This is an optimization exercise on Yosys and OpenROAD, whose aim is small area, a short achievable clock period and few clock cycles, not a production implementation. Where RTL was checked, it was by simulation tests only, not by an equivalence proof against the original. Only the layout flow was run in run 2; the RTL was not checked for function there. Power and IR drop assume default switching activity.

===== design/flow/config.mk =====
export PLATFORM = sky130hd
export DESIGN_NAME = cvid_engine
export DESIGN_NICKNAME = cvid_engine
export VERILOG_FILES = /design/flow/design.v
export SDC_FILE = /design/flow/constraint.sdc
export NUM_CORES = 4
export LEC_CHECK = 0
export CAP_MARGIN = 20
export CORE_MARGIN = 2
export CORE_UTILIZATION = 40
export SLEW_MARGIN = 20

===== design/flow/constraint.sdc =====
create_clock -name core_clock -period 9.0 [get_ports {clk}]
set_input_delay 1.8000 -clock core_clock [delete_from_list [all_inputs] [get_ports {clk}]]
set_output_delay 1.8000 -clock core_clock [all_outputs]
set_load 0.01 [all_outputs]

===== design/flow/design.v =====
module cvid_yuv2rgb (
    input  wire [7:0]  y0,
    input  wire [7:0]  y1,
    input  wire [7:0]  u,
    input  wire [7:0]  v,
    output wire [23:0] rgb0,
    output wire [23:0] rgb1
);
    wire [7:0]        uh = ({1'b0, u} + {8'd0, ~u[7]}) >> 1;
    wire signed [9:0] cg = 10'sd192 - $signed({2'b00, v}) - $signed({2'b00, uh});
    function [7:0] clip_hi;           
        input [9:0] s;
        begin
            if (s[9])      clip_hi = 8'd255;
            else if (s[8]) clip_hi = s[7:0];
            else           clip_hi = 8'd0;
        end
    endfunction
    function [7:0] clip_s;            
        input signed [9:0] s;
        begin
            if (s[9])      clip_s = 8'd0;
            else if (s[8]) clip_s = 8'd255;
            else           clip_s = s[7:0];
        end
    endfunction
    wire [9:0] r0s = {2'b00, y0} + {1'b0, v, 1'b0};
    wire [9:0] b0s = {2'b00, y0} + {1'b0, u, 1'b0};
    wire [9:0] r1s = {2'b00, y1} + {1'b0, v, 1'b0};
    wire [9:0] b1s = {2'b00, y1} + {1'b0, u, 1'b0};
    wire signed [9:0] g0s = $signed({2'b00, y0}) + cg;
    wire signed [9:0] g1s = $signed({2'b00, y1}) + cg;
    assign rgb0 = {clip_hi(r0s), clip_s(g0s), clip_hi(b0s)};
    assign rgb1 = {clip_hi(r1s), clip_s(g1s), clip_hi(b1s)};
endmodule
module cvid_engine (
    input  wire        clk,
    input  wire        rst,
    input  wire        cmd_valid,
    output wire        cmd_ready,
    input  wire [7:0]  cmd_id,
    input  wire [23:0] cmd_size,
    input  wire [15:0] cmd_width,
    input  wire [15:0] cmd_height,
    input  wire [15:0] cmd_top,
    input  wire [15:0] cmd_bottom,
    input  wire        in_valid,
    output wire        in_ready,
    input  wire [7:0]  in_data,
    output wire        cb_rd_en,
    output wire        cb_wr_en,
    output wire [8:0]  cb_addr,
    output wire [47:0] cb_wdata,
    input  wire [47:0] cb_rdata,
    output wire        px_valid,
    input  wire        px_ready,
    output wire [15:0] px_x,
    output wire [15:0] px_y,
    output wire [3:0]  px_mask,
    output wire [95:0] px_data
);
    localparam [1:0] M_IDLE = 2'd0, M_LOAD = 2'd1, M_VEC = 2'd2;
    reg  [1:0]  mode;
    reg  [2:0]  cid;             
    reg  [23:0] rem;             
    reg  [15:0] width;
    reg  [15:0] height;
    reg  [15:0] bottom;
    reg  [2:0]  bcnt;            
    reg         iword;           
    reg         wsel;            
    reg  [32:0] sk;
    reg  [32:0] sl;
    reg  [13:0] bx;
    reg  [15:0] by;
    reg         vdone;           
    reg         fb;              
    reg         fv1;             
    reg  [13:0] pbx;
    reg  [16:0] py;
    reg  [1:0]  prow;
    reg         pact;
    reg         pv1;
    reg  [47:0] P, Q, S;         
    reg         sfull;
    reg  [1:0]  cbst;            
    wire cond  = cid[0];         
    wire selen = ~cid[1];
    wire four  = cid[2];
    wire l_act = (mode == M_LOAD);
    wire v_act = (mode == M_VEC);
    wire rem_hz  = (rem[23:3] == 21'd0);
    wire rem_z   = rem_hz & (rem[2:0] == 3'd0);
    wire rem_lt4 = rem_hz & ~rem[2];
    wire rem_lt6 = rem_hz & ~(rem[2] & rem[1]);
    wire sk_empty = (sk[31:0] == 32'd0);
    wire sl_empty = (sl[31:0] == 32'd0);
    wire sk_bit   = sk[32];
    wire sl_bit   = sl[32];
    wire idle_item = (bcnt == 3'd0);
    wire xfer       = pact & px_ready;
    wire last_row   = pv1 ? (prow == 2'd3) : prow[0];
    wire paint_free = ~pact | (px_ready & last_row);
    wire pairload   = sfull & (cbst == 2'b10) & paint_free;
    wire [1:0] nrow = xfer ? prow + 2'd1 : prow;
    wire newblk     = pairload & ~nrow[1];
    wire sload      = cbst[0] & ~sfull;
    wire cb_free    = cbst[1] ? (~cbst[0] & pairload) : (~cbst[0] | ~sfull);
    wire li_done  = bx[8];
    wire l_needw  = cond & sk_empty;
    wire l_zero   = cond & ~sk_empty & ~sk_bit;
    wire l_short  = four ? rem_lt4 : rem_lt6;
    wire l_dec    = l_act & idle_item;
    wire l_fin    = l_dec & (li_done | (l_needw ? rem_lt4 : (~l_zero & l_short)));
    wire l_startw = l_dec & ~li_done & l_needw & ~rem_lt4;
    wire l_starte = l_dec & ~li_done & ~l_needw & ~l_zero & ~l_short;
    wire l_zskip  = l_act & ~li_done & l_zero & (idle_item | ~iword);
    wire v_dec    = v_act & idle_item & ~fb & ~vdone;
    wire v_needsk = cond & sk_empty;
    wire v_skip   = cond & ~sk_empty & sk_bit;
    wire v_needsl = selen & sl_empty;
    wire v1       = ~selen | ~sl_bit;
    wire v_short  = v1 ? rem_z : rem_lt4;
    wire v_stop   = v_dec & (v_needsk ? rem_lt4 :
                             v_skip   ? 1'b0 :
                             v_needsl ? rem_lt4 : v_short);
    wire v_startw = v_dec & ~rem_lt4 & (v_needsk | (~v_skip & v_needsl));
    wire v_skipdo = v_dec & v_skip;
    wire v_commit = v_dec & ~v_needsk & ~v_skip & ~v_needsl & ~v_short;
    wire start_w    = l_startw | v_startw;
    wire start_item = start_w | l_starte | v_commit;
    wire in_item    = ~idle_item & (iword | l_act | cb_free);
    assign in_ready = in_item | start_w | l_starte | (v_commit & cb_free);
    wire take       = in_ready & in_valid;
    wire [2:0] start_cnt = start_w  ? 3'd4 :
                           l_starte ? (four ? 3'd4 : 3'd6) :
                           (v1 ? 3'd1 : 3'd4);
    wire take_word = take & (start_w | (~idle_item & iword));
    wire word_sl   = start_w ? v_startw & ~v_needsk : wsel;
    wire take_ent  = take & l_act & (l_starte | (~idle_item & ~iword));
    wire rd        = take & (v_commit | (v_act & ~idle_item & ~iword));
    wire [1:0] rd_role = v_commit ? (v1 ? 2'b11 : 2'b01)
                                  : (fv1 ? 2'b11 : {bcnt[0], ~bcnt[0]});
    wire        adv    = v_skipdo | newblk;
    wire [14:0] nbx    = {1'b0, bx} + 15'd1;
    wire        wrap   = ({nbx, 2'b00} >= {1'b0, width});
    wire [16:0] nby    = {1'b0, by} + 17'd4;
    wire        by_end = (nby >= {1'b0, bottom});
    wire v_fin = v_act & (vdone | v_stop) & ~fb & idle_item & ~sfull &
                 (cbst == 2'b00) & (~pact | (xfer & last_row));
    assign cmd_ready = (mode == M_IDLE);
    wire is_loader = (cmd_id[7:3] == 5'b00100);
    wire is_vector = (cmd_id == 8'h30) || (cmd_id == 8'h31) || (cmd_id == 8'h32);
    always @(posedge clk) begin
        if (rst) begin
            mode  <= M_IDLE;
            bcnt  <= 3'd0;
            fb    <= 1'b0;
            pact  <= 1'b0;
            prow  <= 2'd0;
            sfull <= 1'b0;
            cbst  <= 2'b00;
        end else begin
            if (cmd_ready) begin
                if (cmd_valid)
                    mode <= is_loader ? M_LOAD : is_vector ? M_VEC : M_IDLE;
            end else if (l_fin | v_fin) begin
                mode <= M_IDLE;
            end
            if (start_item)
                bcnt <= start_cnt - {2'd0, take};
            else if (take)
                bcnt <= bcnt - 3'd1;
            if (v_commit)
                fb <= 1'b1;
            else if (newblk)
                fb <= 1'b0;
            if (pairload)
                pact <= 1'b1;
            else if (xfer & last_row)
                pact <= 1'b0;
            if (newblk)
                prow <= 2'd0;
            else if (xfer)
                prow <= prow + 2'd1;
            if (sload)
                sfull <= 1'b1;
            else if (pairload)
                sfull <= 1'b0;
            if (rd)
                cbst <= rd_role;
            else if (sload)
                cbst <= {cbst[1], 1'b0};
            else if (pairload)
                cbst <= 2'b00;
        end
    end
    always @(posedge clk) begin
        if (cmd_ready) begin
            cid    <= cmd_id[2:0];
            rem    <= cmd_size;
            width  <= cmd_width;
            height <= cmd_height;
            bottom <= cmd_bottom;
            bx     <= 14'd0;
            by     <= cmd_top;
            vdone  <= (cmd_top >= cmd_bottom) || (cmd_width == 16'd0);
            sk     <= 33'd0;
            sl     <= 33'd0;
        end else begin
            if (take)
                rem <= rem - 24'd1;
            if (start_item)
                iword <= start_w;
            if (start_w)
                wsel <= word_sl;
            if (take_word & ~word_sl)
                sk <= {sk[24:1], in_data, 1'b1};
            else if (l_zskip | (l_starte & cond) | v_skipdo | (v_commit & cond))
                sk <= {sk[31:0], 1'b0};
            if (take_word & word_sl)
                sl <= {sl[24:1], in_data, 1'b1};
            else if (v_commit & selen)
                sl <= {sl[31:0], 1'b0};
            if (l_starte | l_zskip) begin
                bx <= bx + 14'd1;
            end else if (adv) begin
                if (wrap) begin
                    bx <= 14'd0;
                    by <= nby[15:0];
                    if (by_end)
                        vdone <= 1'b1;
                end else begin
                    bx <= nbx[13:0];
                end
            end
            if (v_stop)
                vdone <= 1'b1;
            if (v_commit)
                fv1 <= v1;
        end
        if (l_starte | newblk)
            pbx <= bx;
        if (newblk) begin
            py  <= {1'b0, by};
            pv1 <= fv1;
        end else if (xfer) begin
            py  <= py + 17'd1;
        end
        if (take_ent)
            P <= {P[39:0], in_data};
        else if (pairload)
            P <= S;
        if (pairload)
            Q <= cb_rdata;
        if (sload)
            S <= cb_rdata;
    end
    assign cb_rd_en = rd;
    assign cb_wr_en = take_ent & (bcnt == 3'd1);
    assign cb_addr  = l_act ? {cid[1], pbx[7:0]}
                            : {(v_commit ? v1 : fv1), in_data};
    assign cb_wdata = four ? {P[23:0], in_data, 8'h80, 8'h80}
                           : {P[39:8], P[7:0] ^ 8'h80, in_data ^ 8'h80};
    function [7:0] luma;
        input [47:0] e;
        input [1:0]  k;
        begin
            case (k)
                2'd0: luma = e[47:40];
                2'd1: luma = e[39:32];
                2'd2: luma = e[31:24];
                default: luma = e[23:16];
            endcase
        end
    endfunction
    wire       hsel = pv1 ? prow[1] : prow[0];
    wire [7:0] py0 = luma(P, {hsel, 1'b0});
    wire [7:0] py1 = luma(P, {hsel, ~pv1});
    wire [7:0] py2 = luma(Q, {hsel, pv1});
    wire [7:0] py3 = luma(Q, {hsel, 1'b1});
    wire [23:0] c0, c1, c2, c3;
    cvid_yuv2rgb u_l (.y0(py0), .y1(py1), .u(P[15:8]), .v(P[7:0]), .rgb0(c0), .rgb1(c1));
    cvid_yuv2rgb u_r (.y0(py2), .y1(py3), .u(Q[15:8]), .v(Q[7:0]), .rgb0(c2), .rgb1(c3));
    wire row_in = ~py[16] & (py[15:0] < height);
    wire col_lt = (pbx < width[15:2]);
    wire col_eq = (pbx == width[15:2]);
    assign px_valid = pact;
    assign px_x     = {pbx, 2'b00};
    assign px_y     = py[15:0];
    assign px_data  = {c3, c2, c1, c0};
    assign px_mask  = {row_in & (col_lt | (col_eq & (width[1:0] > 2'd3))),
                       row_in & (col_lt | (col_eq & (width[1:0] > 2'd2))),
                       row_in & (col_lt | (col_eq & (width[1:0] > 2'd1))),
                       row_in & (col_lt | (col_eq & (width[1:0] > 2'd0)))};
endmodule

===== design/flow/run.sh =====
#!/bin/bash
# synth_recipe.tcl (not shown) runs the flow's synth.tcl, then flattens the netlist and writes it again
# the make line also repeats each setting of config.mk as NAME=value (left out here)
make -C /OpenROAD-flow-scripts/flow DESIGN_CONFIG=/design/flow/config.mk WORK_HOME=/design/flow/orfs CLKGATE_MAP_FILE= SYNTH_SCRIPT=/design/flow/synth_recipe.tcl finish

==> results.sh, run 1 <==
export IMPL_fin_tns_setup_ps=0
export IMPL_final_common_cell="clkdlybuf4s50_1"
export IMPL_status="timing/DRC/antenna clean"
export IMPL_hp_class="reg -> reg"
export IMPL_tightestPinTransition_ps=1032
export IMPL_fp_coreArea_mm2=0.05869
export IMPL_grt_use_met3_pct=3.288
export IMPL_io_buffers=348
export IMPL_hold_viol_final=0
export IMPL_vias=18450
export IMPL_powerDensity_mw_per_mm2=141.4
export IMPL_via_per_inst=5.473
export IMPL_nets=2930
export IMPL_ys_seq_area_share_pct=42.22
export IMPL_fin_crit_ps=7501
export IMPL_critPathBufInv=5
export IMPL_synthFlopType="edfxtp_1"
export IMPL_required_ps=7200
export IMPL_dp_final_hpwl_mm=54.21
export IMPL_timing_final_crit_share_pct=83.35
export IMPL_detail_route_antenna_nets=0
export IMPL_crit_path_end_kind="output port"
export IMPL_ctsResizeCount=0
export IMPL_dp_cells=3291
export IMPL_critPathMaxStageDelay_ps=720
export IMPL_cts_tree="done"
export IMPL_setup_ws_ps=1499
export IMPL_nFillCells=5286
export IMPL_wirelength_mm=71.68
export IMPL_finalSetupViolations=0
export IMPL_leakagePower_nw=11.26
export IMPL_crit_slowest_cell="mux2i_2"
export IMPL_cap_violations=0
export IMPL_ir_worst_vdd_uv=107.1
export IMPL_root_buffer="clkbuf_16"
export IMPL_io_pins=351
export IMPL_critical_path_class="reg -> out"
export IMPL_placed_cell_area_mm2=0.02773
export IMPL_cts_max_path_buffers=3
export IMPL_postCtsSetupRepairBufs=0
export IMPL_post_place_ws_ps=1730
export IMPL_initialDrtViolationCount=1262
export IMPL_ys_types=73
export IMPL_die_area_mm2=0.06099
export IMPL_drc=0
export IMPL_h_tree_depth=2
export IMPL_drt_pass1_iterations=5
export IMPL_final_cell_mix="348 x clkdlybuf4s50_1, 270 x edfxtp_1, 196 x ha_1"
export IMPL_cp_cell_sequence="buf_4 > mux2i_2 > buf_4 > mux2i_1 > inv_1 > ha_1 > inv_1 > fa_1 > nor2b_1 > o21ai_0 > a21boi_0 > o21ai_0 > nand2b_1 > a31oi_1 > xor2_1 > o21a_1 > clkdlybuf4s50_1"
export IMPL_fin_worst_skew_ps=35.44
export IMPL_ys_ff_latch=363
export IMPL_slew_viol_final=0
export IMPL_grt_busiest_layer="met2"
export IMPL_final_area_mm2=0.02924
export IMPL_grt_overflow_total=0
export IMPL_track_usage_pct=22.88
export IMPL_cts_sinks=363
export IMPL_antenna_found_initial=2
export IMPL_hold_buffers=0
export IMPL_syn2layout_area_growth_pct=23.82
export IMPL_avgSynthCellArea_um2=10.53
export IMPL_async_reset_ff_share_pct=0
export IMPL_grt_pass1_vias=18140
export IMPL_use_met1_pct=31.69
export IMPL_synth_edf_count=270
export IMPL_fin_cells=3370
export IMPL_place_gp_congestion=0.9017
export IMPL_drive_gt1_share_pct=7.743
export IMPL_fmax_ghz=0.1333
export IMPL_critPathLaunchType="register"
export IMPL_cp_top_family="buffers and inverters"
export IMPL_rows=89
export IMPL_die_w_um=247.0
export IMPL_grt_use_met2_pct=37.80
export IMPL_clkLatencyLatePin_ps=570
export IMPL_grt_start_max_net_pins=66
export IMPL_ys_warnings_count=2
export IMPL_rsz0062_at_grt="false"
export IMPL_worstPathArrival_ps=5700
export IMPL_netlist_instances=2242
export IMPL_syn_cell_area_mm2=0.02361
export IMPL_clk_pin_slew_ps=60
export IMPL_maxSlewHeadroom_pct=31.02
export IMPL_cp_max_fo=34
export IMPL_initial_core_util_pct=40.24
export IMPL_wl_per_cell_um=21.27
export IMPL_final_util_pct=49.82
export IMPL_cts_made_buffers=42
export IMPL_die_h_um=247.0
export IMPL_grt_pass1_wl_mm=106.6
[synth_stat cells, types with 6 or more instances]
| master | number | area [µm²] |
|---|---|---|
| nor2b_1 | 56 | 350.3 |
| and3_1 | 12 | 75.07 |
| nor2_1 | 168 | 630.6 |
| fa_1 | 14 | 280.3 |
| nand2b_1 | 20 | 125.1 |
| xor2_1 | 58 | 508.0 |
| clkbuf_1 | 43 | 161.4 |
| o21ai_0 | 150 | 750.7 |
| nand4_1 | 19 | 118.9 |
| mux2i_1 | 85 | 850.8 |
| o31ai_1 | 37 | 277.8 |
| nor3_1 | 23 | 115.1 |
| a31oi_1 | 8 | 50.05 |
| a21o_1 | 79 | 593.1 |
| buf_1 | 9 | 33.78 |
| a211oi_2 | 30 | 375.4 |
| xnor2_1 | 119 | 1042 |
| a211oi_1 | 22 | 165.2 |
| mux2_2 | 60 | 675.7 |
| buf_2 | 10 | 50.05 |
| dfxtp_1 | 93 | 1862 |
| nand2_1 | 107 | 401.6 |
| o31a_1 | 6 | 52.55 |
| inv_1 | 126 | 473.0 |
| nor4_1 | 32 | 200.2 |
| a22oi_1 | 6 | 45.04 |
| nand3_1 | 38 | 190.2 |
| and2_1 | 7 | 43.79 |
| mux2_1 | 48 | 540.5 |
| a21boi_0 | 6 | 45.04 |
| edfxtp_1 | 270 | 8108 |
| ha_1 | 196 | 2452 |
| buf_4 | 20 | 150.1 |
| o21bai_1 | 7 | 52.55 |
| a21oi_1 | 130 | 650.6 |
| o21a_1 | 46 | 345.3 |
[per-layer routing]
metal	wire length, µm	up-vias	share of wire (%)
met5	0	-	0
met4	1363	0	1.9
met3	3358	77	4.7
met2	33950	481	47
met1	33010	9014	46
li1	-	8873	-
[final timing paths]
| path | from | endpoint | slack [ps] | cells after the start |
|---|---|---|---|---|
| min | fv1 | pv1 | 460 | 0 |
| max reg2reg | prow[1] | bx[6] | 4060 | 12 |
| max | pv1 | px_data[87] | 1500 | 17 |
| min reg2reg | fv1 | pv1 | 460 | 0 |
[cells by family after synthesis]
logic type                 synth area share, %
AOI/OAI and AO/OA                        16.00
xor gates and xnor gates                 6.565
adders and majority gates                11.57
buffers and inverters                    4.186
DFF                                      42.22
muxes                                    8.817
other                                  0.01588
and+or+nand+nor                          10.62
[per-stage QoR]
stage               hold WS, ps  power (mW)
floorplan                 426.4       2.126
global placement          438.4       2.324
finish                    458.3       4.135
detailed placement        441.6       2.333
CTS                       454.3       4.169
global route              462.4       4.269
[power by group]
part / leakage, nW / switching [mW] / total (mW) / internal [mW]
registers: 3.30 / 0.0307 / 1.86 / 1.83
clock network: 0.715 / 0.700 / 1.83 / 1.13
logic: 7.24 / 0.242 / 0.444 / 0.201
total: 11.3 / 0.973 / 4.14 / 3.16
[sequential cells by signal (all words and copies together), names as in the netlist, 2 cells and up]
name    cells
P          48
Q          48
S          48
sk         33
sl         33
rem        24
py         17
bottom     16
by         16
height     16
width      16
bx         14
pbx        14
bcnt        3
cid         3
cbst        2
mode        2
prow        2
[worst reg2reg max path: stages, from the launching register on]
cell     delay (ps)
dfxtp_1         790
buf_4           340
ha_1            180
mux2i_1         150
o21ai_0         400
nor2b_4         210
buf_4           580
nand2_1         560
inv_1           870
nor3_4          260
nor3_1          250
xnor2_1         150
nor2_1           50
[layout make-up]
cell class / count / area (µm²) / area share, %
antenna: 1 / 2.502 / 0.008559
clock buffer: 47 / 1091 / 3.732
clock inverter: 30 / 384.1 / 1.314
inverter: 127 / 479.2 / 1.639
multi-input combinational: 1662 / 12710 / 43.46
sequential: 363 / 9970 / 34.10
tap: 773 / 967.2 / 3.308
timing repair buffer: 367 / 3638 / 12.44
Testbench counts, summed over its fixed seeds: cycles 158,398.
==> run 2, diff against run 1 <==
--- a/design/flow/design.v
+++ b/design/flow/design.v
@@ -3,11 +3,10 @@
     input  wire [7:0]  y1,
     input  wire [7:0]  u,
     input  wire [7:0]  v,
+    input  wire [8:0]  g,
     output wire [23:0] rgb0,
     output wire [23:0] rgb1
 );
-    wire [7:0]        uh = ({1'b0, u} + {8'd0, ~u[7]}) >> 1;
-    wire signed [9:0] cg = 10'sd192 - $signed({2'b00, v}) - $signed({2'b00, uh});
     function [7:0] clip_hi;           
         input [9:0] s;
         begin
@@ -17,7 +16,7 @@
         end
     endfunction
     function [7:0] clip_s;            
-        input signed [9:0] s;
+        input [9:0] s;
         begin
             if (s[9])      clip_s = 8'd0;
             else if (s[8]) clip_s = 8'd255;
@@ -28,8 +27,8 @@
     wire [9:0] b0s = {2'b00, y0} + {1'b0, u, 1'b0};
     wire [9:0] r1s = {2'b00, y1} + {1'b0, v, 1'b0};
     wire [9:0] b1s = {2'b00, y1} + {1'b0, u, 1'b0};
-    wire signed [9:0] g0s = $signed({2'b00, y0}) + cg;
-    wire signed [9:0] g1s = $signed({2'b00, y1}) + cg;
+    wire [9:0] g0s = {2'b00, y0} + {g[8], g};
+    wire [9:0] g1s = {2'b00, y1} + {g[8], g};
     assign rgb0 = {clip_hi(r0s), clip_s(g0s), clip_hi(b0s)};
     assign rgb1 = {clip_hi(r1s), clip_s(g1s), clip_hi(b1s)};
 endmodule
@@ -70,7 +69,7 @@
     reg         iword;           
     reg         wsel;            
     reg  [32:0] sk;
-    reg  [32:0] sl;
+    reg  [40:0] sl;              
     reg  [13:0] bx;
     reg  [15:0] by;
     reg         vdone;           
@@ -81,7 +80,9 @@
     reg  [1:0]  prow;
     reg         pact;
     reg         pv1;
-    reg  [47:0] P, Q, S;         
+    reg         hsel;            
+    reg  [47:0] P, Q, S;
+    reg  [8:0]  gP, gQ;          
     reg         sfull;
     reg  [1:0]  cbst;            
     wire cond  = cid[0];         
@@ -115,17 +116,17 @@
     wire l_startw = l_dec & ~li_done & l_needw & ~rem_lt4;
     wire l_starte = l_dec & ~li_done & ~l_needw & ~l_zero & ~l_short;
     wire l_zskip  = l_act & ~li_done & l_zero & (idle_item | ~iword);
-    wire v_dec    = v_act & idle_item & ~fb & ~vdone;
+    wire v_decw   = v_act & idle_item & ~vdone & (~fb | ~(wrap & by_end));
+    wire v_dec    = v_decw & ~fb;
     wire v_needsk = cond & sk_empty;
     wire v_skip   = cond & ~sk_empty & sk_bit;
     wire v_needsl = selen & sl_empty;
     wire v1       = ~selen | ~sl_bit;
     wire v_short  = v1 ? rem_z : rem_lt4;
-    wire v_stop   = v_dec & (v_needsk ? rem_lt4 :
-                             v_skip   ? 1'b0 :
-                             v_needsl ? rem_lt4 : v_short);
-    wire v_startw = v_dec & ~rem_lt4 & (v_needsk | (~v_skip & v_needsl));
-    wire v_skipdo = v_dec & v_skip;
+    wire v_wstop  = v_decw & rem_lt4 & (v_needsk | (~v_skip & v_needsl));
+    wire v_stop   = v_wstop | (v_dec & ~v_needsk & ~v_skip & ~v_needsl & v_short);
+    wire v_startw = v_decw & ~rem_lt4 & (v_needsk | (~v_skip & v_needsl));
+    wire v_skipdo = v_act & ~vdone & ~fb & (idle_item | ~iword) & v_skip;
     wire v_commit = v_dec & ~v_needsk & ~v_skip & ~v_needsl & ~v_short;
     wire start_w    = l_startw | v_startw;
     wire start_item = start_w | l_starte | v_commit;
@@ -218,10 +219,12 @@
                 sk <= {sk[24:1], in_data, 1'b1};
             else if (l_zskip | (l_starte & cond) | v_skipdo | (v_commit & cond))
                 sk <= {sk[31:0], 1'b0};
-            if (take_word & word_sl)
-                sl <= {sl[24:1], in_data, 1'b1};
-            else if (v_commit & selen)
-                sl <= {sl[31:0], 1'b0};
+            if ((take_word & word_sl) | take_ent) begin
+                sl[40:25] <= sl[32:17];
+                sl[24:17] <= (take_ent & four) ? in_data : sl[16:9];
+                sl[16:0]  <= {sl[8:1], in_data, 1'b1};
+            end else if (v_commit & selen)
+                sl[32:0] <= {sl[31:0], 1'b0};
             if (l_starte | l_zskip) begin
                 bx <= bx + 14'd1;
             end else if (adv) begin
@@ -242,26 +245,41 @@
         if (l_starte | newblk)
             pbx <= bx;
         if (newblk) begin
-            py  <= {1'b0, by};
-            pv1 <= fv1;
+            py   <= {1'b0, by};
+            pv1  <= fv1;
+            hsel <= 1'b0;
         end else if (xfer) begin
-            py  <= py + 17'd1;
+            py   <= py + 17'd1;
+            hsel <= pv1 ? (prow[1] ^ prow[0]) : ~prow[0];
         end
-        if (take_ent)
-            P <= {P[39:0], in_data};
-        else if (pairload)
+        if (pairload)
             P <= S;
         if (pairload)
-            Q <= cb_rdata;
+            gP <= green(S[15:8], S[7:0]);
+        if (pairload) begin
+            Q  <= cb_rdata;
+            gQ <= green(cb_rdata[15:8], cb_rdata[7:0]);
+        end
         if (sload)
             S <= cb_rdata;
     end
+    function [8:0] green;
+        input [7:0] u;
+        input [7:0] v;
+        reg   [7:0] uh;
+        begin
+            uh    = ({1'b0, u} + {8'd0, ~u[7]}) >> 1;
+            green = 9'd192 - {1'b0, v} - {1'b0, uh};
+        end
+    endfunction
     assign cb_rd_en = rd;
     assign cb_wr_en = take_ent & (bcnt == 3'd1);
     assign cb_addr  = l_act ? {cid[1], pbx[7:0]}
                             : {(v_commit ? v1 : fv1), in_data};
-    assign cb_wdata = four ? {P[23:0], in_data, 8'h80, 8'h80}
-                           : {P[39:8], P[7:0] ^ 8'h80, in_data ^ 8'h80};
+    assign cb_wdata = {sl[40:17],
+                       four ? in_data : sl[16:9],
+                       four ? 8'h80 : sl[8:1] ^ 8'h80,
+                       four ? 8'h80 : in_data ^ 8'h80};
     function [7:0] luma;
         input [47:0] e;
         input [1:0]  k;
@@ -274,14 +292,13 @@
             endcase
         end
     endfunction
-    wire       hsel = pv1 ? prow[1] : prow[0];
     wire [7:0] py0 = luma(P, {hsel, 1'b0});
     wire [7:0] py1 = luma(P, {hsel, ~pv1});
     wire [7:0] py2 = luma(Q, {hsel, pv1});
     wire [7:0] py3 = luma(Q, {hsel, 1'b1});
     wire [23:0] c0, c1, c2, c3;
-    cvid_yuv2rgb u_l (.y0(py0), .y1(py1), .u(P[15:8]), .v(P[7:0]), .rgb0(c0), .rgb1(c1));
-    cvid_yuv2rgb u_r (.y0(py2), .y1(py3), .u(Q[15:8]), .v(Q[7:0]), .rgb0(c2), .rgb1(c3));
+    cvid_yuv2rgb u_l (.y0(py0), .y1(py1), .u(P[15:8]), .v(P[7:0]), .g(gP), .rgb0(c0), .rgb1(c1));
+    cvid_yuv2rgb u_r (.y0(py2), .y1(py3), .u(Q[15:8]), .v(Q[7:0]), .g(gQ), .rgb0(c2), .rgb1(c3));
     wire row_in = ~py[16] & (py[15:0] < height);
     wire col_lt = (pbx < width[15:2]);
     wire col_eq = (pbx == width[15:2]);
==> design/flow/flow/run.sh (new file) <==
#!/bin/bash
# The standard layout (standard.sh: the ORFS flow, unchanged synthesis),
# with plain buf_1 cells as the input and output port buffers instead of the
# delay buffers buffer_ports picks by default.
set -euo pipefail
export BUFFER_PORTS_ARGS="-buffer_cell sky130_fd_sc_hd__buf_1"
bash standard.sh > standard.log 2>&1
==> design/flow/standard.sh (new file) <==
#!/bin/bash
# synth_recipe.tcl (not shown) runs the flow's synth.tcl, then flattens the netlist and writes it again
# the make line also repeats each setting of config.mk as NAME=value (left out here)
make -C /OpenROAD-flow-scripts/flow DESIGN_CONFIG=/design/flow/config.mk WORK_HOME=/design/flow/orfs CLKGATE_MAP_FILE= SYNTH_SCRIPT=/design/flow/synth_recipe.tcl "${@:-finish}"
removed: design/flow/run.sh
==> run 2 against run 1 <==
Utilization is 3.3 points lower. Largest cell class unchanged. Power is 11% higher. First-iteration DRC count is 8.1% lower. Clock power is 8% higher. Critical path depth is 1 lower. Sequential cell count is 27 higher. Fmax is 11% higher. Non-clock buffer count is 1 lower. Final cell count is 0.80% higher.
==> results.sh, run 2 <==
export IMPL_cts_sinks=390
export IMPL_detail_route_antenna_nets=0
export IMPL_required_ps=7200
export IMPL_critPathBufInv=2
export IMPL_rows=88
export IMPL_syn2layout_area_growth_pct=14.41
export IMPL_ys_types=83
export IMPL_fin_tns_setup_ps=0
export IMPL_multi_input_area_mm2=0.01151
export IMPL_tightestPinTransition_ps=1056
export IMPL_maxSlewHeadroom_pct=29.54
export IMPL_place_gp_congestion=0.9222
export IMPL_root_buffer="clkbuf_16"
export IMPL_cp_cell_sequence="ha_1 > and3_1 > nand3_1 > nor2_1 > nand3_1 > xnor2_1 > ha_1 > a21o_1 > a21oi_1 > o31ai_1 > or3_1 > a211oi_1 > o31a_1 > o21ai_1 > inv_1 > buf_1"
export IMPL_grt_overflow_total=0
export IMPL_cp_top_family="compound AO/OA/AOI/OAI gates"
export IMPL_total_power_mw=4.583
export IMPL_nFillCells=5465
export IMPL_clkLatencyLatePin_ps=580
export IMPL_die_w_um=246.5
export IMPL_fin_crit_ps=6784
export IMPL_via_per_inst=5.469
export IMPL_wirelength_mm=67.15
export IMPL_ys_warnings_count=2
export IMPL_synthTopCellsByCount="288 x edfxtp_1, 206 x ha_1, 194 x nand2_1"
export IMPL_avgSynthCellArea_um2=10.26
export IMPL_wl_met2_mm=31.82
export IMPL_post_place_ws_ps=2707
export IMPL_synth_area_top_cells="edfxtp_1 37%, ha_1 11%, dfxtp_1 8.7%"
export IMPL_hold_buffers=0
export IMPL_setup_worst_path_start="bx[0]"
export IMPL_critPathLaunchType="register"
export IMPL_routed_top_layer="met5"
export IMPL_status="timing/DRC/antenna clean"
export IMPL_powerDensity_mw_per_mm2=170.2
export IMPL_io_pins=351
export IMPL_synth_edf_count=288
export IMPL_synthFlopType="edfxtp_1"
export IMPL_drc=0
export IMPL_holdWs_ps=395.5
export IMPL_rsz0062_at_grt="false"
export IMPL_synth_top_area_share_pct=36.75
export IMPL_netlist_instances=2293
export IMPL_yosysMostFrequentCell="edfxtp_1"
export IMPL_r2r_start="bx[0]"
export IMPL_async_reset_ff_share_pct=0
export IMPL_critical_path_class="reg -> out"
export IMPL_die_h_um=246.5
export IMPL_fmax_ghz=0.1474
export IMPL_fp_coreArea_mm2=0.05792
export IMPL_regArea_mm2=0.01069
export IMPL_wl_per_cell_um=19.77
export IMPL_cts_max_path_buffers=3
export IMPL_final_area_mm2=0.02692
export IMPL_crit_slowest_cell="or3_1"
export IMPL_final_cell_mix="348 x buf_1, 288 x edfxtp_1, 206 x ha_1"
export IMPL_ys_seq_area_share_pct=45.43
export IMPL_placed_cell_area_mm2=0.02530
export IMPL_drt_pass1_iterations=5
export IMPL_cap_violations=0
export IMPL_critPathMaxStageDelay_ps=510
export IMPL_ys_ff_latch=390
export IMPL_ctsResizeCount=0
export IMPL_track_usage_pct=21.59
export IMPL_timing_final_crit_share_pct=75.37
export IMPL_cp_max_fo=9
export IMPL_grt_pass1_wl_mm=101.9
export IMPL_drt_met1_wl_mm=29.66
export IMPL_finalSetupViolations=0
export IMPL_syn_cell_area_mm2=0.02353
export IMPL_antenna_found_initial=7
export IMPL_drive_gt1_share_pct=6.245
export IMPL_synth_top_area_cell="edfxtp_1"
export IMPL_io_buffers=348
export IMPL_ir_worst_vdd_uv=130.7
export IMPL_hold_start="S[44]"
export IMPL_cts_tree="done"
export IMPL_leakagePower_nw=10.32
export IMPL_hp_class="reg -> reg"
export IMPL_h_tree_depth=2
export IMPL_postCtsSetupRepairBufs=0
export IMPL_worstPathArrival_ps=4980
export IMPL_die_area_mm2=0.06078
export IMPL_grt_pass1_vias=17780
export IMPL_cts_made_buffers=46
export IMPL_final_common_cell="buf_1"
export IMPL_slew_viol_final=0
export IMPL_largest_registers="P (48), Q (48), S (48)"
export IMPL_grt_start_max_net_pins=84
export IMPL_initial_core_util_pct=40.63
export IMPL_vias=18580
export IMPL_fin_worst_skew_ps=26.25
export IMPL_hold_viol_final=0
export IMPL_nets=2965
export IMPL_crit_path_end_kind="output port"
export IMPL_clk_pin_slew_ps=60
export IMPL_dp_final_hpwl_mm=50.58
export IMPL_route_met3_wl_mm=3.625
export IMPL_initialDrtViolationCount=1160
export IMPL_setup_ws_ps=2216
==> run 2: cell types whose count changed in the layout (fill, tap and decap cells not counted), moves of 32 or more <==
cell	delta
nand2_1	+88
mux2_2	-39
mux2i_1	-68
o21ai_0	-41
nor3_1	+37
mux2_1	-48
clkdlybuf4s50_1	-348
o21bai_1	+38
o211ai_1	+32
o31ai_1	-35
inv_1	+57
nor2_1	-33
buf_1	+348
==> run 2: area by class of cell <==
| class | count | share of cell area (%) |
|---|---|---|
| diodes | 6 | 0.05577 |
| clock buffers | 55 | 4.629 |
| clock inverters | 31 | 1.287 |
| inverters | 187 | 2.626 |
| multi-input cells | 1597 | 42.74 |
| flip-flops and latches | 390 | 39.71 |
| well taps | 765 | 3.555 |
| repair buffers | 366 | 5.400 |
==> run 2: worst reg2reg max path: stages, from the launching register on <==
cell and delay (ps):
dfxtp_1 370, ha_1 240, and3_1 250, nand3_1 210, nor2_1 360, nand3_1 150
xnor2_1 210, ha_1 280, a21o_1 180, a21oi_1 140, o31ai_1 90, or3_1 510
a2111oi_2 570, o21a_1 640, nand2b_2 560, a311oi_1 390
==> run 2: kinds of logic (layout without fill, tap and decap cells) <==
logic type	after synthesis	after routing	share of synthesized area (%)
simple gates	617	617	12.54
xor+xnor	157	157	5.844
compound gates	556	556	15.73
flops	390	390	45.43
buf+inv	307	639	5.844
fa+ha+maj	220	220	12.14
other cells	1	8	0.01594
mux	45	45	2.451
==> run 2: where the power goes <==
group | switching (mW) | internal [mW]
sequential | 0.0323 | 1.96
clock | 0.797 | 1.17
combinational | 0.390 | 0.230
==> run 2: final timing paths <==
check,endpoint,slack [ps],depth (start not counted)
min,P[44],400,0
max,cb_rd_en,2220,16
min reg2reg,P[44],400,0
max reg2reg,sk[27],3750,15
==> run 2: through the flow <==
stage,utilization (%),cells
finish,46.49,3397
detailed placement,43.68,3304
floorplan,-,2294
global route,46.48,3395
global placement,43.66,3304
CTS,46.43,3390
==> run 2: metal layers <==
metal / vias up / global-route usage, %
met1: 8978 / 29.61
li1: 8882 / -
met5: - / 0
met3: 116 / 3.105
met2: 596 / 34.79
met4: 6 / 7.530
==> run 3, diff against run 2 <==
--- a/design/flow/design.v
+++ b/design/flow/design.v
@@ -73,6 +73,7 @@
     reg  [13:0] bx;
     reg  [15:0] by;
     reg         vdone;           
+    reg         vnext;           
     reg         fb;              
     reg         fv1;             
     reg  [13:0] pbx;
@@ -116,8 +117,8 @@
     wire l_startw = l_dec & ~li_done & l_needw & ~rem_lt4;
     wire l_starte = l_dec & ~li_done & ~l_needw & ~l_zero & ~l_short;
     wire l_zskip  = l_act & ~li_done & l_zero & (idle_item | ~iword);
-    wire v_decw   = v_act & idle_item & ~vdone & (~fb | ~(wrap & by_end));
-    wire v_dec    = v_decw & ~fb;
+    wire v_decw   = v_act & idle_item & ~vdone & (~fb | vnext);
+    wire v_dec    = v_act & idle_item & ~vdone & ~fb;
     wire v_needsk = cond & sk_empty;
     wire v_skip   = cond & ~sk_empty & sk_bit;
     wire v_needsl = selen & sl_empty;
@@ -242,6 +243,7 @@
             if (v_commit)
                 fv1 <= v1;
         end
+        vnext <= ~(wrap & by_end);
         if (l_starte | newblk)
             pbx <= bx;
         if (newblk) begin
--- a/design/flow/config.mk
+++ b/design/flow/config.mk
@@ -8,4 +8,5 @@
 export CAP_MARGIN = 20
 export CORE_MARGIN = 2
 export CORE_UTILIZATION = 40
+export SETUP_SLACK_MARGIN = 3
 export SLEW_MARGIN = 20
==> run 3 against run 2 <==
Still clean on timing, DRC and antenna. Clock power is 6% lower. Setup slack better by 970 ps. Final area is 0.58% higher. Die area is 0.16% higher. Combinational power is 12% lower. Utilization is 0.18 points higher. Non-clock buffer count is 3 higher. Synthesized area is 0.16% higher. Clock skew is 11 ps higher. Sequential cell count is 1 higher. Fmax is 17% higher. Critical path depth is 8 lower.
==> results.sh, run 3 <==
export IMPL_largest_registers="P (48), Q (48), S (48)"
export IMPL_root_buffer="clkbuf_16"
export IMPL_die_h_um=246.7
export IMPL_whs_path_depth=0
export IMPL_synth_top_family_by_area="compound AO/OA/AOI/OAI gates"
export IMPL_timing_final_crit_share_pct=64.55
export IMPL_tightestPinTransition_ps=1051
export IMPL_grt_pass1_wl_mm=101.0
export IMPL_wl_per_cell_um=20.00
export IMPL_synth_mux_area_share_pct=4.104
export IMPL_r2r_start="pv1"
export IMPL_synth_xor_area_share_pct=6.132
export IMPL_synth_top_area_cell="edfxtp_1"
export IMPL_critPathLaunchType="register"
export IMPL_synthSimpleGateAreaFrac_pct=11.48
export IMPL_cap_violations=0
export IMPL_worstPathArrival_ps=4010
export IMPL_vias=17950
export IMPL_ys_ff_latch=391
export IMPL_r2r_slack_ps=4320
export IMPL_critPathMaxStageDelay_ps=710
export IMPL_clkLatencyLatePin_ps=580
export IMPL_nets=2938
export IMPL_cp_top_family="simple AND/OR/NAND/NOR gates"
export IMPL_r2r_cells=9
export IMPL_final_common_cell="buf_1"
export IMPL_drt_pass1_iterations=5
export IMPL_initialDrtViolationCount=935
export IMPL_via_per_inst=5.333
export IMPL_critical_path_class="reg -> out"
export IMPL_slew_viol_final=0
export IMPL_ys_types=73
export IMPL_io_buffers=348
export IMPL_fin_tns_setup_ps=0
export IMPL_setup_worst_path_start="rem[3]"
export IMPL_holdWs_ps=414.2
export IMPL_nFillCells=5402
export IMPL_crit_slowest_cell="or4_1"
export IMPL_synth_top_area_share_pct=36.69
export IMPL_hold_start="S[21]"
export IMPL_synth_adder_area_share_pct=12.13
export IMPL_place_gp_congestion=0.9328
export IMPL_maxSlewHeadroom_pct=29.92
export IMPL_cts_tree="done"
export IMPL_reg2reg_to="by[14]"
export IMPL_synthFlopType="edfxtp_1"
export IMPL_grt_start_max_net_pins=79
export IMPL_initial_core_util_pct=40.62
export IMPL_final_util_pct=46.67
export IMPL_detail_route_antenna_nets=0
export IMPL_clk_pin_slew_ps=70
export IMPL_fin_worst_skew_ps=37.00
export IMPL_cp_cell_sequence="or4_4 > or4_1 > or4_1 > o21a_4 > o41ai_4 > inv_2 > and4b_1 > buf_1"
export IMPL_wirelength_mm=67.30
export IMPL_synth_edf_count=288
export IMPL_die_w_um=246.7
export IMPL_dp_final_hpwl_mm=51.48
export IMPL_cts_sinks=391
export IMPL_synth_compound_area_share_pct=14.87
export IMPL_avgSynthCellArea_um2=10.45
export IMPL_antenna_found_initial=5
export IMPL_hold_viol_final=0
export IMPL_syn_cell_area_mm2=0.02357
export IMPL_path_common_cell="or4_1"
export IMPL_syn2layout_area_growth_pct=14.90
export IMPL_hold_end="P[21]"
export IMPL_grt_overflow_total=0
export IMPL_drive_gt1_share_pct=7.852
export IMPL_rows=88
export IMPL_h_tree_depth=2
export IMPL_leakagePower_nw=10.53
export IMPL_status="timing/DRC/antenna clean"
export IMPL_ir_worst_vdd_uv=131.7
export IMPL_track_usage_pct=21.62
export IMPL_synth_area_top_cells="edfxtp_1 37%, ha_1 11%, dfxtp_1 8.7%"
export IMPL_finalSetupViolations=0
export IMPL_fp_coreArea_mm2=0.05803
export IMPL_async_reset_ff_share_pct=0
export IMPL_cp_max_fo=6
export IMPL_netlist_instances=2255
export IMPL_hold_buffers=0
export IMPL_total_power_mw=4.393
export IMPL_critPathBufInv=2
export IMPL_die_area_mm2=0.06088
export IMPL_synthTopCellsByCount="288 x edfxtp_1, 206 x ha_1, 191 x inv_1"
export IMPL_cts_made_buffers=45
export IMPL_hp_class="reg -> reg"
export IMPL_cts_max_path_buffers=3
export IMPL_fin_crit_ps=5809
export IMPL_grt_pass1_vias=17560
export IMPL_required_ps=7200
export IMPL_fmax_ghz=0.1721
export IMPL_ys_seq_area_share_pct=45.44
export IMPL_drc=0
export IMPL_final_cell_mix="348 x buf_1, 288 x edfxtp_1, 206 x ha_1"
export IMPL_rsz0062_at_grt="true"
export IMPL_ys_warnings_count=2
export IMPL_yosysMostFrequentCell="edfxtp_1"
export IMPL_io_pins=351
export IMPL_powerDensity_mw_per_mm2=162.2
export IMPL_crit_path_end_kind="output port"
==> run 3: cell types whose count changed in the layout (fill, tap and decap cells not counted), moves of 26 or more <==
cell      before  now
o21ai_0      109  144
nor2_1       134  171
nor3_1        60   21
o211ai_1      36    9
nand3_1       61   35
mux2i_1       16   51
a311oi_1      30    1
==> run 3: how the worst max path moves through the flow <==
stage,end,slack (ps),cells past startpoint
2_1_floorplan,by[10],3160,8
3_3_place_gp,px_data[57],3160,15
3_5_place_dp,px_data[62],3020,15
4_1_cts,px_data[34],3010,15
5_1_grt,px_data[53],2950,13
6_report,cb_wr_en,3190,8
==> run 3: metal layers <==
| layer | vias up | GRT usage [%] | share of wire, % |
|---|---|---|---|
| li1 | 8670 | - | - |
| met1 | 8631 | 29.29 | 45 |
| met2 | 522 | 35.21 | 47 |
| met3 | 118 | 3.104 | 5.3 |
| met4 | 4 | 7.831 | 3.5 |
| met5 | - | 0 | 0.040 |
==> run 3: power breakdown <==
group	internal, mW	total (mW)	leakage [nW]	switching, mW
sequential	1.96	1.99	3.57	0.0300
combinational	0.214	0.548	6.22	0.334
clock	1.10	1.85	0.741	0.750
==> run 3: stage by stage <==
step           cells  worst slack [ps]  cell area [µm²]
6_report        3365              3191            27080
5_1_grt         3365              2951            27080
4_1_cts         3358              3010            26900
3_5_place_dp    3272              3018            25330
3_3_place_gp    3272              3163            25320
2_1_floorplan   2256              3155            23580
==> run 3: area by class of cell <==
type | instances | area [µm²] | area share, %
repair buffers | 369 | 1509 | 5.572
inverters | 193 | 729.5 | 2.694
well taps | 765 | 957.2 | 3.535
multi-input cells | 1561 | 11660 | 43.07
diodes | 2 | 5.005 | 0.01848
flip-flops and latches | 391 | 10710 | 39.56
clock buffers | 67 | 1355 | 5.004
clock inverters | 17 | 147.6 | 0.5452
==> run 3: cell families after synthesis <==
| family | count (synthesis) |
|---|---|
| compound gates | 517 |
| simple gates | 573 |
| buf+inv | 304 |
| mux | 84 |
| other cells | 1 |
| flops | 391 |
| xor+xnor | 165 |
| fa+ha+maj | 220 |
==> run 3: what timing repair did <==
| item | in CTS | in global routing |
|---|---|---|
| buffers inserted | 2 | 5 |
| endpoints found under the hold margin | 0 | 0 |
| resized for setup | 14 | 23 |
| endpoints found under the setup margin | 75 | 74 |
| pin swaps | 1 | 3 |
Testbench counts of run 3, summed over its fixed seeds: cycles 157,287.

re-timing with driven ports:
No port has a modelled driver above. Below, the same layouts with a new extraction and two added sets of constraints. Step 1, drivers: a clkbuf_16 drives clk and a buf_2 each remaining input, both assumed. Step 2 adds t to the input delays and takes it off the output delays; t is the mean of the earliest and latest rising clock arrival at the registers after step 1. Input paths then give back, and output paths get back, about the clock's delay inside the block. a / b / c = ideal / step 1 / step 2; a / b = the first two.
| run | shift t [ns] | slack for setup (ns) | worst setup path after step 2 | slew at the worst register clock pin (ns) | worst slew at a driven data input, ns |
|---|---|---|---|---|---|
| run 1 | 0.617 | 1.499 / 1.437 / 1.680 | input to output | 0.06 / 0.06 | 0.07 |
| run 2 | 0.631 | 2.216 / 2.151 / 2.737 | input to output | 0.07 / 0.07 | 0.10 |
| run 3 | 0.623 | 3.191 / 3.127 / 3.385 | input to register | 0.07 / 0.07 | 0.08 |
After both steps every run listed still meets setup and hold.
